This is an optimization exercise on Yosys and OpenROAD, whose aim is small area, a short achievable clock period and few clock cycles per item, not a production implementation.
The RTL was checked by simulation tests, not by an equivalence proof against the original design.
Power is estimated from default activity; no workload was simulated. The flow treats the clock pin as an ideal source, which a real chip does not have.

==> flow/design.v <==
module rbs_rx (
    input  wire       clk,
    input  wire       rst,         
    input  wire [7:0] my_addr,     
    input  wire       rx_valid,
    input  wire [7:0] rx_data,
    output wire       rx_ready,
    output wire       rd_valid,
    output wire [7:0] rd_data,
    input  wire       rd_ready,
    output reg        evt_valid,
    output reg  [2:0] evt_kind,
    output reg  [7:0] evt_src,
    output reg  [7:0] evt_seq,
    output reg  [7:0] evt_len
);
    localparam [7:0] CRC_POLY  = 8'h8C;    
    localparam [2:0] S_IDLE = 3'd0, S_LEN = 3'd1, S_DST = 3'd2, S_SRC = 3'd3,
                     S_SEQ  = 3'd4, S_PAY = 3'd5, S_CHK = 3'd6;
    localparam [2:0] EV_DATA = 3'd0, EV_DUP = 3'd1, EV_ACK = 3'd2,
                     EV_CRC  = 3'd3, EV_IGN = 3'd4;
    localparam RB_LOOPS = 48;              
    localparam LS_LOOPS = 64;              
    function [7:0] crc8_upd(input [7:0] c, input [7:0] b);
        integer i;
        reg [7:0] x;
        begin
            x = c ^ b;
            for (i = 0; i < 8; i = i + 1)
                x = x[0] ? ((x >> 1) ^ CRC_POLY) : (x >> 1);
            crc8_upd = x;
        end
    endfunction
    function [8:0] pinc(input [8:0] p);
        pinc = (p == 9'd383) ? 9'd0 : p + 9'd1;
    endfunction
    integer l, k;
    reg [2:0] ph;
    reg [2:0] clr_cnt;
    wire      clearing = (clr_cnt != 3'd0);
    always @(posedge clk) begin
        if (rst) begin
            ph      <= 3'd0;
            clr_cnt <= 3'd4;
        end else begin
            ph      <= ph + 3'd1;
            if (clr_cnt != 3'd0)
                clr_cnt <= clr_cnt - 3'd1;
        end
    end
    reg       rx_rdy;
    reg       in_v;
    reg [7:0] in_b;
    reg [7:0] my_addr_r;
    assign rx_ready = rx_rdy;
    always @(posedge clk) begin
        in_v      <= rx_valid && rx_rdy && !rst;
        in_b      <= rx_data;
        my_addr_r <= my_addr;
    end
    reg [8*8*RB_LOOPS-1:0] rb;             
    reg [9*4*LS_LOOPS-1:0] ls;             
    reg       rb_we;
    reg [5:0] rb_wl;
    reg [7:0] rb_wd;
    reg       ls_we;
    reg [5:0] ls_wl;
    reg [8:0] ls_wd;
    always @(posedge clk) begin
        for (l = 0; l < RB_LOOPS; l = l + 1) begin
            for (k = 0; k < 7; k = k + 1)
                rb[(l*8+k)*8 +: 8] <= rb[(l*8+k+1)*8 +: 8];
            rb[(l*8+7)*8 +: 8] <= (rb_we && rb_wl == l) ? rb_wd : rb[(l*8)*8 +: 8];
        end
        for (l = 0; l < LS_LOOPS; l = l + 1) begin
            for (k = 0; k < 3; k = k + 1)
                ls[(l*4+k)*9 +: 9] <= ls[(l*4+k+1)*9 +: 9];
            if (ls_we && ls_wl == l)
                ls[(l*4+3)*9 +: 9] <= ls_wd;
            else
                ls[(l*4+3)*9 +: 9] <= {ls[(l*4)*9+8] && !clearing, ls[(l*4)*9 +: 8]};
        end
    end
    reg [2:0] st;
    reg       esc_skip;
    reg [7:0] crc;
    reg       t_data, t_ack, dst_ok;
    reg [7:0] f_len, f_src, f_seq;
    reg [7:0] rem;
    reg [7:0] used;          
    reg       dec_pend;
    reg       c_crc_ok, c_dst_ok, c_data, c_ack;
    reg [7:0] c_n;
    reg [7:0] c_src;         
    reg [8:0] head_c;        
    reg [8:0] head_v;        
    reg [8:0] wp;            
    reg [8:0] tail;          
    reg       out_v;
    reg [7:0] out_d;
    reg [9:0] fq [0:15];
    reg [3:0] fq_rd, fq_wr;
    reg [4:0] fq_cnt;
    assign rd_valid = out_v;
    reg  [7:0] rd_q;         
    assign rd_data  = rd_q;
    wire   rd_take  = out_v && rd_ready;
    wire       is_fill  = (in_b == 8'h00) || (in_b == 8'hFF);
    wire       lbyte    = in_v && !esc_skip;
    wire [7:0] b        = in_b;
    wire [7:0] crc_next = crc8_upd(crc, b);
    wire [8:0] sum_u   = {1'b0, used} + {1'b0, f_len};
    reg  [7:0] n_pre;
    always @(posedge clk)
        n_pre <= sum_u[8] ? 8'd255 - used : f_len;
    wire [7:0] n_copy  = n_pre;
    reg  [8:0] pr;
    reg        dup, acc, dec;
    wire [1:0] ph_n2    = ph[1:0] + 2'd1;
    wire       dup_n    = pr[8] && (pr[7:0] == f_seq);
    always @(posedge clk) begin
        pr  <= ls[(f_src[7:2]*4+2)*9 +: 9];
        dup <= dup_n;
        acc <= c_crc_ok && c_dst_ok && c_data && !dup_n;
        dec <= dec_pend && !dec && !rst && (ph_n2 == f_src[1:0]);
    end
    wire       accept   = acc;
    reg  [8:0] c_head;       
    wire [9:0] hsum     = {1'b0, head_c} + {2'd0, n_copy};
    wire [8:0] head_n   = accept ? c_head : head_c;
    wire [7:0] used_a   = (dec && accept) ? used + c_n : used;
    wire       chk      = lbyte && (st == S_CHK);
    wire       pay      = lbyte && (st == S_PAY);
    always @(posedge clk) begin
        evt_src <= c_src;
        evt_seq <= f_seq;
        evt_len <= accept ? c_n : 8'd0;
        if (!c_crc_ok)
            evt_kind <= EV_CRC;
        else if (!c_dst_ok)
            evt_kind <= EV_IGN;
        else if (c_data)
            evt_kind <= dup ? EV_DUP : EV_DATA;
        else if (c_ack)
            evt_kind <= EV_ACK;
        else
            evt_kind <= EV_IGN;
    end
    wire [9:0] fq_h     = fq[fq_rd];
    wire       fq_ne    = (fq_cnt != 5'd0);
    wire       w_mark   = fq_ne && fq_h[9];
    wire [2:0] ph_n     = ph + 3'd1;
    wire       w_byte   = fq_ne && !fq_h[9] && (ph_n == wp[2:0]);
    wire       fq_pop   = w_mark || w_byte;
    wire       fq_push  = pay || dec;
    wire       ld_out   = (!out_v || rd_take) && (tail != head_v) && (ph == tail[2:0]);
    wire [7:0] rb_tap   = rb[(tail[8:3]*8)*8 +: 8];
    always @(posedge clk) begin
        rb_we <= w_byte && !rst;
        rb_wl <= wp[8:3];
        rb_wd <= fq_h[7:0];
    end
    always @(*) begin
        ls_we = dec && accept;
        ls_wl = c_src[7:2];
        ls_wd = {1'b1, f_seq};
    end
    always @(posedge clk)
        rd_q <= ld_out ? rb_tap : out_d;
    always @(posedge clk) begin
        if (fq_push)
            fq[fq_wr] <= pay ? {2'b00, b} : {1'b1, head_n};
    end
    always @(posedge clk) begin
        if (rst) begin
            st        <= S_IDLE;
            esc_skip  <= 1'b0;
            used      <= 8'd0;
            dec_pend  <= 1'b0;
            head_c    <= 9'd0;
            head_v    <= 9'd0;
            wp        <= 9'd0;
            tail      <= 9'd0;
            out_v     <= 1'b0;
            fq_rd     <= 4'd0;
            fq_wr     <= 4'd0;
            fq_cnt    <= 5'd0;
            rx_rdy    <= 1'b1;
            evt_valid <= 1'b0;
        end else begin
            evt_valid <= 1'b0;
            rx_rdy    <= (fq_cnt <= 5'd10);
            if (in_v)
                esc_skip <= esc_skip ? 1'b0 : is_fill;
            if (lbyte) begin
                case (st)
                    S_IDLE: begin
                        t_data <= (b == 8'h01);
                        t_ack  <= (b == 8'h02);
                        crc    <= crc8_upd(8'h00, b);
                        st     <= S_LEN;
                    end
                    S_LEN: begin
                        f_len <= (b > 8'd128) ? 8'd128 : b;
                        crc   <= crc_next;
                        st    <= S_DST;
                    end
                    S_DST: begin
                        dst_ok <= (b == my_addr_r);
                        crc    <= crc_next;
                        st     <= S_SRC;
                    end
                    S_SRC: begin
                        f_src <= b;
                        crc   <= crc_next;
                        st    <= S_SEQ;
                    end
                    S_SEQ: begin
                        f_seq <= b;
                        crc   <= crc_next;
                        rem   <= f_len;
                        st    <= (f_len == 8'd0) ? S_CHK : S_PAY;
                    end
                    S_PAY: begin
                        crc <= crc_next;
                        rem <= rem - 8'd1;
                        if (rem == 8'd1)
                            st <= S_CHK;
                    end
                    default: begin
                        st       <= S_IDLE;
                        dec_pend <= 1'b1;
                        c_crc_ok <= (b == crc);
                        c_dst_ok <= dst_ok;
                        c_data   <= t_data;
                        c_ack    <= t_ack;
                        c_n      <= n_copy;
                        c_src    <= f_src;
                        c_head   <= (hsum >= 10'd384) ? hsum - 10'd384 : hsum[8:0];
                    end
                endcase
            end
            if (dec) begin
                dec_pend  <= 1'b0;
                evt_valid <= 1'b1;
                head_c    <= head_n;
            end
            if (fq_push)
                fq_wr <= fq_wr + 4'd1;
            if (fq_pop)
                fq_rd <= fq_rd + 4'd1;
            fq_cnt <= fq_cnt + {4'd0, fq_push} - {4'd0, fq_pop};
            if (w_mark) begin
                wp     <= fq_h[8:0];
                head_v <= fq_h[8:0];
            end else if (w_byte)
                wp <= pinc(wp);
            if (ld_out) begin
                out_d <= rb_tap;
                tail  <= pinc(tail);
                out_v <= 1'b1;
            end else if (rd_take)
                out_v <= 1'b0;
            used <= rd_take ? used_a - 8'd1 : used_a;
        end
    end
endmodule
==> flow/flow/run.sh <==
#!/bin/bash
# Own flow: the standard layout, with the timing repair aimed at a
# shorter period than the 10 ns clock, larger clock sink clusters and no
# dummy loads in the clock tree.
set -euo pipefail
MARGIN=$(cat flow/margin.txt)
bash standard.sh \
  SETUP_SLACK_MARGIN="$MARGIN" \
  "CTS_ARGS=-sink_clustering_enable -repair_clock_nets -dont_use_dummy_load -sink_clustering_size 30 -sink_clustering_max_diameter 80" \
  finish > orfs_flow.log 2>&1
==> flow/flow/margin.txt <==
6.8
==> flow/standard.sh <==
#!/bin/bash
# synth_recipe.tcl (not shown) runs the flow's synth.tcl, then flattens the netlist and writes it again
# the make line also repeats each setting of config.mk as NAME=value (left out here)
make -C /OpenROAD-flow-scripts/flow DESIGN_CONFIG=/design/flow/config.mk WORK_HOME=/design/flow/orfs CLKGATE_MAP_FILE= SYNTH_SCRIPT=/design/flow/synth_recipe.tcl "${@:-finish}"
==> flow/config.mk <==
export PLATFORM = sky130hd
export DESIGN_NAME = rbs_rx
export DESIGN_NICKNAME = rbs_rx
export VERILOG_FILES = /design/flow/design.v
export SDC_FILE = /design/flow/constraint.sdc
export NUM_CORES = 4
export LEC_CHECK = 0
export ABC_CLOCK_PERIOD_IN_PS = 3500
export CAP_MARGIN = 20
export CORE_MARGIN = 2
export CORE_UTILIZATION = 70
export PLACE_DENSITY = 0.8
export SLEW_MARGIN = 20
export SYNTH_MEMORY_MAX_BITS = 8192
==> flow/constraint.sdc <==
create_clock -name core_clock -period 10.0 [get_ports {clk}]
set_input_delay 2.0000 -clock core_clock [delete_from_list [all_inputs] [get_ports {clk}]]
set_output_delay 2.0000 -clock core_clock [all_outputs]
set_load 0.01 [all_outputs]
==> results of run 1 <==
-- repair_timing --
action                     CTS  global route
cloned                       2             1
hold buffers                 0             0
pin swaps                    5            12
buffers inserted            16             7
gates resized for setup    266            43
setup endpoints to repair  385           177
-- area by class of cell --
cell class | instances | area (um2)
Fill cell | 11290 | 51410
Timing Repair Buffer | 148 | 1389
Clock buffer | 213 | 5330
Tap cell | 2688 | 3363
Multi-Input combinational cell | 2332 | 24340
Antenna cell | 5 | 12.51
Sequential cell | 5778 | 118200
Inverter | 34 | 142.6
-- per-stage QoR --
step | utilization (%) | setup WS (ns)
2_1_floorplan | - | 6.680
3_5_place_dp | 71.90 | 5.364
6_report | 74.82 | 6.592
4_1_cts | 74.69 | 6.525
3_3_place_gp | 71.89 | 5.384
5_1_grt | 74.82 | 6.539
-- power breakdown --
| part | internal [mW] | switching (mW) | total [mW] |
|---|---|---|---|
| combinational | 0.360 | 0.617 | 0.976 |
| sequential | 23.3 | 0.146 | 23.5 |
| clock | 3.83 | 6.28 | 10.1 |
-- cells in the final DEF (no fill, tap or decap), drive strengths merged, types with 30 or more instances in the layout --
cell type / n
nand2: 264
mux2i: 39
mux2: 909
xor2: 45
inv: 30
o21ai: 44
buf: 128
a21oi: 67
ha: 44
nor2: 169
mux4: 307
xnor2: 61
edfxtp: 240
dfxtp: 5538
a22oi: 31
nor3: 39
clkbuf: 215
-- cells by family after synthesis --
logic type,count (synthesis),synth area share (%)
flops,5778,82.35
mux,1255,12.24
simple gates,649,2.139
buf+inv,288,0.8936
compound gates,273,1.288
xor+xnor,107,0.6693
fa+ha+maj,47,0.4258
-- final timing paths --
kind	startpoint	end	slack (ns)	depth (start not counted)
min reg2reg	ls[1671]	ls[1662]	0.24	0
max reg2reg	c_src[4]	ls[322]	6.81	4
min	ls[1671]	ls[1662]	0.24	0
max	evt_src[2]	evt_src[2]	6.59	1
-- routing by layer --
metal  global-route usage (%)  up-vias  wire (um)  part of all wire, %
li1                         -    28190          -                    -
met1                    34.10    30420     115200                   44
met2                    42.16     1251     128000                   49
met3                    3.381      453      10820                  4.1
met4                    7.994        0       8606                  3.3
met5                        0        -          0                    0
==> reports/qor.csv, run 1 <==
stage,metric,value,unit
cells_and_area,final_area,152800,um2
clock_tree,clk_pin_slew,0.11,ns
detailed_routing,drtPass1Iterations,6,
synthesis,syn-num-nets,8464,
synthesis,synthFlopType,dfxtp_1,
clock_tree,root_buffer,clkbuf_16,
worst_setup_path,cp_slowest_cell,dfxtp_4,
global_routing,grt_max_degree,75,
detailed_routing,final_antenna_net_count,0,
place,place.gp.congestion,0.8368,
sta,fmax,293.4,MHz
place,dp.cells,10950,
cells_and_area,largest_reg_flops,3072,
clock_tree,cts_tree,done,
synthesis,synthTopCellsByArea,"dfxtp_1 77%, mux2_2 7.0%, edfxtp_1 5.0%",
detailed_routing,num_vias,60310,
die,die_area,208500,um2
cells_and_area,layout-drive-gt1-share,20.05,%
global_routing,grtUsageTotal,25.08,%
clock_tree,clkLatencyLatePin,0.90,ns
sta,period_needed,3.408,ns
run_status,status,finished clean,
sta,worstMarginPinSlew,1.168,ns
power,peakVddDrop,221.5,uV
synthesis,synth_cell_type_count,78,
synthesis,yosysWarnings,1,
global_routing,grt_pass1_wl,393.8,mm
clock_tree,cts_inserted_buffers,213,
global_routing,grt_pass1_vias,63270,
synthesis,avgSynthCellArea,17.08,um2
power,power,34.57,mW
worst_setup_path,slowest_delay,0.41,ns
synthesis,syn_inst,8397,
power,power_density,226.3,nW/um2
die,ios,58,
synthesis,synth_commonest_cells,"5,538 x dfxtp_1, 893 x mux2_2, 306 x mux4_2",
synthesis,yosys.area.top_type,dfxtp_1,
power,leakage,60.38,nW
cells_and_area,largest-register,rb,
die,fp.dieW,456.6,um
synthesis,ys_seq_area_share,82.35,%
sta,finalSetupViolCount,0,
worst_setup_path,crit_type,reg -> out,
min_path,min_path_type,reg -> reg,
global_routing,antenna_found_initial,5,
sta,period_share,34.08,%
place,io_buffers,57,
clock_tree,htreeDepth,4,
synthesis,synth_area,143400,um2
sta,tns,0,ns
place,dp_hpwl,158.1,mm
worst_setup_path,cp.buffers_inverters,1,
place,place_area,146800,um2
cells_and_area,areaGrowthSynthToFinish,6.534,%
die,fp.dieH,456.6,um
synthesis,synthArstFlopShare,0,%
sta,final_max_slew_viol_count,0,
detailed_routing,viasPerCell,5.386,
synthesis,synth-edff-count,240,
worst_setup_path,cp.required,8.00,ns
worst_setup_path,arrival,1.41,ns
sta,rsz0062_at_grt,true,
detailed_routing,drc_errors,0,
detailed_routing,wl_per_cell,23.45,um
sta,finalHoldViolCount,0,
worst_setup_path,crit_family,flip-flops,
sta,max_slew_margin,22.13,%
die,start_util,70.23,%
clock_tree,cts.sinks,5778,
clock_tree,ctsLongestPathBuffers,3,
worst_setup_path,cp-start-kind,register,
synthesis,synth_seq_cells,5778,
detailed_routing,routed_wl,262.6,mm
die,rows,166,
synthesis,synth_top_cell_area_share,77.32,%
cells_and_area,fin_nets,8574,
cells_and_area,final_cells,11200,
run,cap_violations,0,
sta,finClkSkew,0.1055,ns
die,fp.coreArea,204200,um2
cells_and_area,top_regs,"rb: 3072 flops, ls: 2304 flops, fq: 160 flops",
synthesis,yosysMostFrequentCell,dfxtp_1,
sta,hold_slack,0.2427,ns
worst_setup_path,critPathMaxFanout,1,
global_routing,grt-ovfl-total,0,
detailed_routing,drtIter0Drc,4183,
worst_setup_path,crit_path_end_kind,primary output,
worst_setup_path,path_cells,buf_6,
Testbench counts, summed over its fixed seeds: cycles 68,034, frames 960.
==> run 2, diff against run 1 <==
==> flow/flow/run.sh (replaced) <==
#!/bin/bash
# Own flow: the standard layout, with the timing repair aimed at a
# shorter period than the 10 ns clock, larger clock sink clusters, no dummy
# loads in the clock tree, and the flip-flops that drive output ports placed
# next to the ports' buffers.
set -euo pipefail
MARGIN=$(cat flow/margin.txt)
KNOBS=(SETUP_SLACK_MARGIN="$MARGIN"
  "CTS_ARGS=-sink_clustering_enable -repair_clock_nets -dont_use_dummy_load -sink_clustering_size 30 -sink_clustering_max_diameter 80")
bash standard.sh "${KNOBS[@]}" place > orfs_place.log 2>&1
RESULTS=$PWD/orfs/results/$FLOW_PLATFORM/rbs_rx/base openroad -no_init -exit flow/place_out.tcl > place_out.log 2>&1
bash standard.sh "${KNOBS[@]}" finish > orfs_finish.log 2>&1
==> flow/flow/place_out.tcl (new file) <==
# Move each flip-flop that drives an output port's buffer next to that
# buffer, then legalize: the register-to-port paths then have no long wire.
read_db $::env(RESULTS)/3_place.odb
set block [ord::get_db_block]
set moved 0
foreach bterm [$block getBTerms] {
  if {[$bterm getIoType] != "OUTPUT"} { continue }
  set net [$bterm getNet]
  set buf ""
  foreach it [$net getITerms] { if {[$it isOutputSignal]} { set buf [$it getInst] } }
  if {$buf == ""} { continue }
  set in_net ""
  foreach it [$buf getITerms] { if {[$it isInputSignal]} { set in_net [$it getNet] } }
  if {$in_net == ""} { continue }
  set ff ""
  foreach it [$in_net getITerms] { if {[$it isOutputSignal]} { set ff [$it getInst] } }
  if {$ff == ""} { continue }
  if {![string match "*__df*" [[$ff getMaster] getName]]} { continue }
  set loc [$buf getLocation]
  $ff setLocation [lindex $loc 0] [lindex $loc 1]
  incr moved
}
puts "moved $moved flip-flops next to their output buffers"
detailed_placement
check_placement
write_db $::env(RESULTS)/3_place.odb
--- a/flow/config.mk
+++ b/flow/config.mk
@@ -10,4 +10,4 @@
 export CORE_MARGIN = 2
-export CORE_UTILIZATION = 70
-export PLACE_DENSITY = 0.8
+export CORE_UTILIZATION = 55
+export PLACE_DENSITY = 0.7
 export SLEW_MARGIN = 20
==> run 2 against run 1 <==
  * Combinational power about the same
  * Clock power hardly changed
  * Critical path type unchanged
  * Worst hold slack improved by 0.035 ns
  * Largest cell class unchanged
  * Largest power group unchanged
  * Worst setup slack gained 0.089 ns
  * Core utilization fell by 16 points
==> reports/qor.csv, run 2 <==
stage,metric,value,unit,change
run_status,status,finished clean,,unchanged
power,combPwrFrac,2.9,%,was 2.8%
synthesis,syn-num-nets,8464,,unchanged
synthesis,yosys.area.top_type,dfxtp_1,,unchanged
synthesis,synthArstFlopShare,0,%,unchanged
detailed_routing,viasPerCell,4.972,,was 5.386
detailed_routing,routed_wl,252.4,mm,was 262.6 mm
run,cap_violations,0,,unchanged
global_routing,use_met1,26.60,%,was 34.10%
die,rows,187,,was 166
global_routing,top_usage_layer,met2,,unchanged
detailed_routing,drtPass1Iterations,7,,was 6
global_routing,grt_util_met2,31.18,%,was 42.16%
sta,finClkSkew,0.1097,ns,was 0.1055 ns
power,power.switching,6.958,mW,was 7.040 mW
sta,final_max_slew_viol_count,0,,unchanged
worst_setup_path,cp_slowest_cell,dfxtp_2,,was dfxtp_4
synthesis,yosysWarnings,1,,unchanged
cells_and_area,largest_reg_flops,3072,,unchanged
synthesis,synth_cell_type_count,78,,unchanged
worst_setup_path,cp.buffers_inverters,1,,unchanged
sta,max_slew_margin,20.98,%,was 22.13%
synthesis,ys_seq_area_share,82.35,%,unchanged
synthesis,synthFlopType,dfxtp_1,,unchanged
power,leakage,60.37,nW,was 60.38 nW
global_routing,grtUsageTotal,18.90,%,was 25.08%
global_routing,grt_pass1_vias,61320,,"was 63,270"
cells_and_area,areaGrowthSynthToFinish,7.092,%,was 6.534%
cells_and_area,fin_nets,8576,,"was 8,574"
worst_setup_path,critPathMaxFanout,1,,unchanged
place,io_buffers,57,,unchanged
synthesis,synth-edff-count,240,,unchanged
cells_and_area,final_cell_mix,"5,492 x dfxtp_1, 892 x mux2_2, 306 x mux4_2, 262 x nand2_1, 240 x edfxtp_1",,"was 5,490 x dfxtp_1, 892 x mux2_2, 307 x mux4_2, 245 x nand2_1, 240 x edfxtp_1"
sta,finalHoldViolCount,0,,unchanged
synthesis,avgSynthCellArea,17.08,um2,unchanged
sta,finalSetupViolCount,0,,unchanged
synthesis,synth_area,143400,um2,unchanged
clock_tree,cts_tree,done,,unchanged
die,die_area,264800,um2,"was 208,500 um2"
clock_tree,cts_inserted_buffers,215,,was 213
worst_setup_path,cp-start-kind,register,,unchanged
worst_setup_path,arrival,1.32,ns,was 1.41 ns
detailed_routing,final_antenna_net_count,0,,unchanged
die,start_util,55.26,%,was 70.23%
clock_tree,cts_hold_buf,0,,unchanged
sta,hold_slack,0.2780,ns,was 0.2427 ns
synthesis,synth_top_cell_area_share,77.32,%,unchanged
place,place_area,147700,um2,"was 146,800 um2"
detailed_routing,drtIter0Drc,3649,,"was 4,183"
sta,rsz0062_at_grt,true,,unchanged
clock_tree,clk_pin_slew,0.10,ns,was 0.11 ns
place,dp_hpwl,152.5,mm,was 158.1 mm
global_routing,antenna_found_initial,16,,was 5
worst_setup_path,slowest_delay,0.34,ns,was 0.41 ns
sta,period_share,33.19,%,was 34.08%
detailed_routing,num_vias,59240,,"was 60,310"
power,power_density,224.7,nW/um2,was 226.3 nW/um2
clock_tree,root_buffer,clkbuf_16,,unchanged
die,fp.coreArea,259500,um2,"was 204,200 um2"
sta,fmax,301.3,MHz,was 293.4 MHz
power,sequentialPowerShare,67.9,%,about the same
global_routing,grt_max_degree,105,,was 75
clock_tree,ctsLongestPathBuffers,3,,unchanged
die,fp.dieW,514.6,um,was 456.6 um
power,clkPwrFrac,29.1,%,was 29.2%
place,place.gp.congestion,0.7833,,was 0.8368
clock_tree,htreeDepth,4,,unchanged
cells_and_area,layout-drive-gt1-share,19.69,%,was 20.05%
global_routing,use_met3,2.480,%,was 3.381%
worst_setup_path,crit_family,flip-flops,,unchanged
synthesis,synthTopCellsByArea,"dfxtp_1 77%, mux2_2 7.0%, edfxtp_1 5.0%",,unchanged
synthesis,synth_seq_cells,5778,,unchanged
sta,tns,0,ns,unchanged
detailed_routing,drc_errors,0,,unchanged
die,fp.dieH,514.6,um,was 456.6 um
cells_and_area,largest-register,rb,,unchanged
cells_and_area,final_common_cell,dfxtp_1,,unchanged
power,peakVddDrop,187.9,uV,was 221.5 uV
power,p_int,27.54,mW,was 27.53 mW
synthesis,yosysMostFrequentCell,dfxtp_1,,unchanged
clock_tree,cts.sinks,5778,,unchanged
sta,period_needed,3.319,ns,was 3.408 ns
worst_setup_path,crit_type,reg -> out,,unchanged
synthesis,syn_inst,8397,,unchanged
worst_setup_path,crit_path_end_kind,primary output,,unchanged
sta,worstMarginPinSlew,1.183,ns,was 1.168 ns
die,ios,58,,unchanged
cells_and_area,final_area,153600,um2,"was 152,800 um2"
global_routing,grt_pass1_wl,380.5,mm,was 393.8 mm
detailed_routing,wl_per_cell,21.18,um,was 23.45 um
synthesis,synth_commonest_cells,"5,538 x dfxtp_1, 893 x mux2_2, 306 x mux4_2",,unchanged
power,switching_share,20.17,%,was 20.36%
min_path,min_path_type,reg -> reg,,unchanged
worst_setup_path,cp.required,8.00,ns,about the same
worst_setup_path,path_cells,buf_6,,unchanged
cells_and_area,top_regs,"rb: 3072 flops, ls: 2304 flops, fq: 160 flops",,unchanged
global_routing,grt-ovfl-total,0,,unchanged
cells_and_area,fillers,18860,,"was 11,290"
clock_tree,clkLatencyLatePin,0.91,ns,was 0.90 ns
[run 2: cell count changes in the layout (fill, tap and decap cells not counted), sizes merged]
cell / change
clkbuf: +3
buf: -2
diode: +1
inv: +1
[run 2: worst paths after layout]
check                                 from    endpoint  slack (ns)  cells after the start
worst max register to register     tail[5]    out_d[4]        6.81                      8
worst max-delay path            evt_src[6]  evt_src[6]        6.68                      1
worst min register to register    rb[3049]    rb[3041]        0.28                      0
worst min-delay path              rb[3049]    rb[3041]        0.28                      0
[run 2: power groups by stage]
| stage | clock network, mW | logic [mW] | registers, mW |
|---|---|---|---|
| floorplan | 0 | 0.588 | 23.9 |
| global placement | 0 | 0.902 | 24.0 |
| detailed placement | 0 | 0.921 | 24.0 |
| CTS | 10.3 | 1.01 | 23.4 |
| global route | 11.0 | 1.09 | 23.5 |
| finish | 10.1 | 1.01 | 23.4 |
[run 2: cell families (layout without fill, tap and decap cells)]
family	count (synthesis)	count (layout)	synth area share (%)
flops	5778	5778	82.35
mux	1255	1255	12.24
simple gates	649	649	2.139
buf+inv	288	397	0.8936
compound gates	273	274	1.288
xor+xnor	107	107	0.6693
fa+ha+maj	47	47	0.4258
other cells	0	6	0
[run 2: what timing repair did]
action,CTS,global route
gates cloned,3,1
setup endpoints to repair,393,106
pin swaps,4,0
resized for setup,240,31
buffers inserted,17,1
[run 2: area by class of cell]
type	instances	area (um2)	area share [%]
clock buffers	215	5380	3.504
multi-input cells	2332	24230	15.78
well taps	3402	4257	2.772
repair buffers	147	1385	0.9020
inverters	34	138.9	0.09045
repair inverters	1	7.507	0.004889
diodes	6	15.01	0.009778
flip-flops and latches	5778	118100	76.94
[run 2: routing by layer]
layer | vias to the layer above | share of wire (%) | wire [um]
met1 | 29770 | 47 | 118800
li1 | 28220 | - | -
met4 | 0 | 2.2 | 5612
met3 | 325 | 3.7 | 9271
met2 | 923 | 47 | 118700
met5 | - | 0 | 0
[run 2: stage by stage]
step	setup slack (ns)	utilization, %	cells	power [mW]
floorplan	6.680	-	8397	24.51
global placement	5.361	56.91	11670	24.88
detailed placement	5.377	56.92	11670	24.91
CTS	6.603	59.12	11900	34.71
global route	6.603	59.17	11910	35.60
finish	6.681	59.18	11920	34.50

## separate check: timing with driven ports
Ports are ideal in the flow. The routed layouts listed here were re-timed in OpenROAD.
Step 1 (the two cells are an assumption about what drives the block):
set clk [get_ports {clk}]
set_driving_cell -lib_cell sky130_fd_sc_hd__clkbuf_16 $clk
set_driving_cell -lib_cell sky130_fd_sc_hd__buf_2 [delete_from_list [all_inputs] $clk]
Step 2 times the ports against the registers' clock, not the clock port: input delays grow and output delays shrink by t, the midpoint of the rising clock arrivals with the driver on.
Three values: ideal, step 1, step 2; two values: the first two.
run | shift t [ns] | setup WS [ns] | pins driven straight from the clock port
run 1 | 0.940 | 6.592 / 6.499 / 6.022 | 1
run 2 | 0.940 | 6.681 / 6.589 / 5.870 | 1
After both steps every run listed still meets setup and hold. For run 2, which loses most, drivers alone change the setup slack by -0.092 ns; drivers and shift together by -0.811 ns.
